Context: an optimization exercise on an open-source flow, tuned for small area, a short achievable clock period and few clock cycles per item. The choices shown serve that exercise and are no tape-out recipe.
Only simulation tests tie the RTL to the original design; equivalence was not proved.

the reference run:
==> flow/design.v (excerpt) <==
module ncq_dither #(
    parameter MAXW = 32
) (
    input  wire        clk,
    input  wire        rst,           
    input  wire        start,
    output wire        busy,
    input  wire [1:0]  kind,          
    input  wire [7:0]  strength,      
    input  wire        has_t,         
    input  wire [15:0] img_w,
    input  wire [15:0] img_h,
    input  wire [31:0] nseed,
    input  wire        in_valid,
    output wire        in_ready,
    input  wire [31:0] in_pixel,
    output wire        out_valid,
    input  wire        out_ready,
    output wire [31:0] out_pixel,
    output wire [14:0] lut_addr,
    input  wire [7:0]  lut_data,
    output wire [7:0]  pal_addr,
    input  wire [31:0] pal_data
);
    localparam [2:0] PH_WAIT = 3'd3;
    localparam RD = 26;                   
    function [31:0] xs32;
        input [31:0] t;
        reg [31:0] a;
        begin
            a = t ^ (t << 13);
            a = a ^ (a >> 17);
            xs32 = a ^ (a << 5);
        end
    endfunction
    function [3:0] sdig;
        input [1:0] a;
        input [1:0] b;
        reg [2:0] dd;
  ...
Size: about 9000 cells after synthesis, ~2100 flip-flops, about 210 I/O pins.
clock: 21.0 ns
lec_check: 0
cap_margin: 20
core_margin: 2
core_utilization: 55
cts_cluster_diameter: 80
cts_cluster_size: 25
place_density: 0.7
slew_margin: 20
standard.sh (not shown) runs the stock make flow with config.mk's settings and CLKGATE_MAP_FILE= SYNTH_SCRIPT=/design/flow/synth_recipe.tcl, a recipe that flattens the netlist after the stock synthesis.
==> flow/flow/run.sh <==
#!/bin/bash
set -euo pipefail

MARGIN=12.5

# standard synthesis, unchanged
bash standard.sh synth > synth.log 2>&1

# the rest of the standard layout, with the setup margin
sed 's|"${@:-finish}"|SETUP_SLACK_MARGIN='"$MARGIN"' BUFFER_PORTS_ARGS="-buffer_cell sky130_fd_sc_hd__buf_1" "${@:-finish}"|' standard.sh > standard_margin.sh
grep -q "SETUP_SLACK_MARGIN=$MARGIN" standard_margin.sh
bash standard_margin.sh > layout.log 2>&1
Testbench counts of the reference run, summed over its fixed seeds: cycles 20,528, pixels 8,192.
## Diff of input files: the trial run against the reference run
# the reference run
export LEC_CHECK = 0
export CAP_MARGIN = 20
export CORE_MARGIN = 2
export CORE_UTILIZATION = 55
export CTS_CLUSTER_DIAMETER = 80
export CTS_CLUSTER_SIZE = 25
export PLACE_DENSITY = 0.7
export SLEW_MARGIN = 20
create_clock -name core_clock -period 21.0 [get_ports {clk}]
# the trial run
export LEC_CHECK = 0
export CAP_MARGIN = 20
export CORE_MARGIN = 2
export CORE_UTILIZATION = 55
export CTS_CLUSTER_DIAMETER = 60
export CTS_CLUSTER_SIZE = 20
export PLACE_DENSITY = 0.7
export SLEW_MARGIN = 20
create_clock -name core_clock -period 21.0 [get_ports {clk}]
[summary]
Each of the runs, namely the trial run and the reference run, reached the end of the flow and came out clean.
Antenna diode count: the trial run vs the reference run up 5
Flip-flop and latch count delta (the trial run -> the reference run): insignificant
Across both runs, clock skew was lower for the trial run than for the reference run.
Compared the trial run vs the reference run, and core utilization is up in the trial run.
Cell area went up slightly going from the reference run to the trial run.

* * *

Setup of pepper:
Starting RTL as in the previous note.
export LEC_CHECK = 0
export CAP_MARGIN = 20
export CORE_MARGIN = 2
export CORE_UTILIZATION = 55
export CTS_CLUSTER_DIAMETER = 100
export CTS_CLUSTER_SIZE = 30
export PLACE_DENSITY = 0.7
export SLEW_MARGIN = 20
create_clock -name core_clock -period 21.0 [get_ports {clk}]
==> flow/flow/run.sh <==
#!/bin/bash
set -euo pipefail

MARGIN=12.5

# standard synthesis, unchanged
bash standard.sh synth > synth.log 2>&1

# the rest of the standard layout, with the setup margin
sed 's|"${@:-finish}"|SETUP_SLACK_MARGIN='"$MARGIN"' "${@:-finish}"|' standard.sh > standard_margin.sh
grep -q "SETUP_SLACK_MARGIN=$MARGIN" standard_margin.sh
bash standard_margin.sh > layout.log 2>&1
Testbench counts of pepper, summed over its fixed seeds: cycles 20,528, pixels 8,192.
> inputs changed (pepper -> quartz)
- swapping 55 for 40 in CORE_UTILIZATION
- swapping 0.7 for 0.6 in PLACE_DENSITY
- clearing CTS_CLUSTER_DIAMETER, which used to be 100
- clearing CTS_CLUSTER_SIZE, which used to be 30
==> comparison <==
For the cell area reported after detailed placement, quartz came in 1.1% higher than pepper did. Final cell area: quartz above pepper. Compared with pepper, quartz degrades via count. Re clock period minus worst slack: quartz is 0.011 ns up on pepper.

static timing again, ports no longer ideal:
The flow's constraints put no driver on any port. The routed layouts listed below were extracted and timed again, unchanged, in two steps.
Step 1: set_driving_cell puts a clkbuf_16 on clk and a buf_2 on each other input, an assumption about the parent block.
Step 2 moves the port delays by t, midway between the first and last clock arrival at a register: inputs arrive t later, outputs are due t later. That takes back most of the time a late clock gives input paths.
Slacks: ideal ports / drivers / drivers and shift; pairs: ideal ports / drivers.
run	shift t [ns]	setup WS [ns]	worst setup path after step 2
the reference run	0.881	12.163 / 12.111 / 11.497	input to register
the trial run	0.899	12.169 / 12.106 / 11.491	input to register
pepper	0.885	12.188 / 12.108 / 11.532	input to register
quartz	0.935	12.176 / 12.114 / 11.484	input to register
After both steps every run listed still meets setup and hold. The setup slack of quartz, which loses most, moves by -0.062 ns with the drivers and by -0.692 ns with both steps.
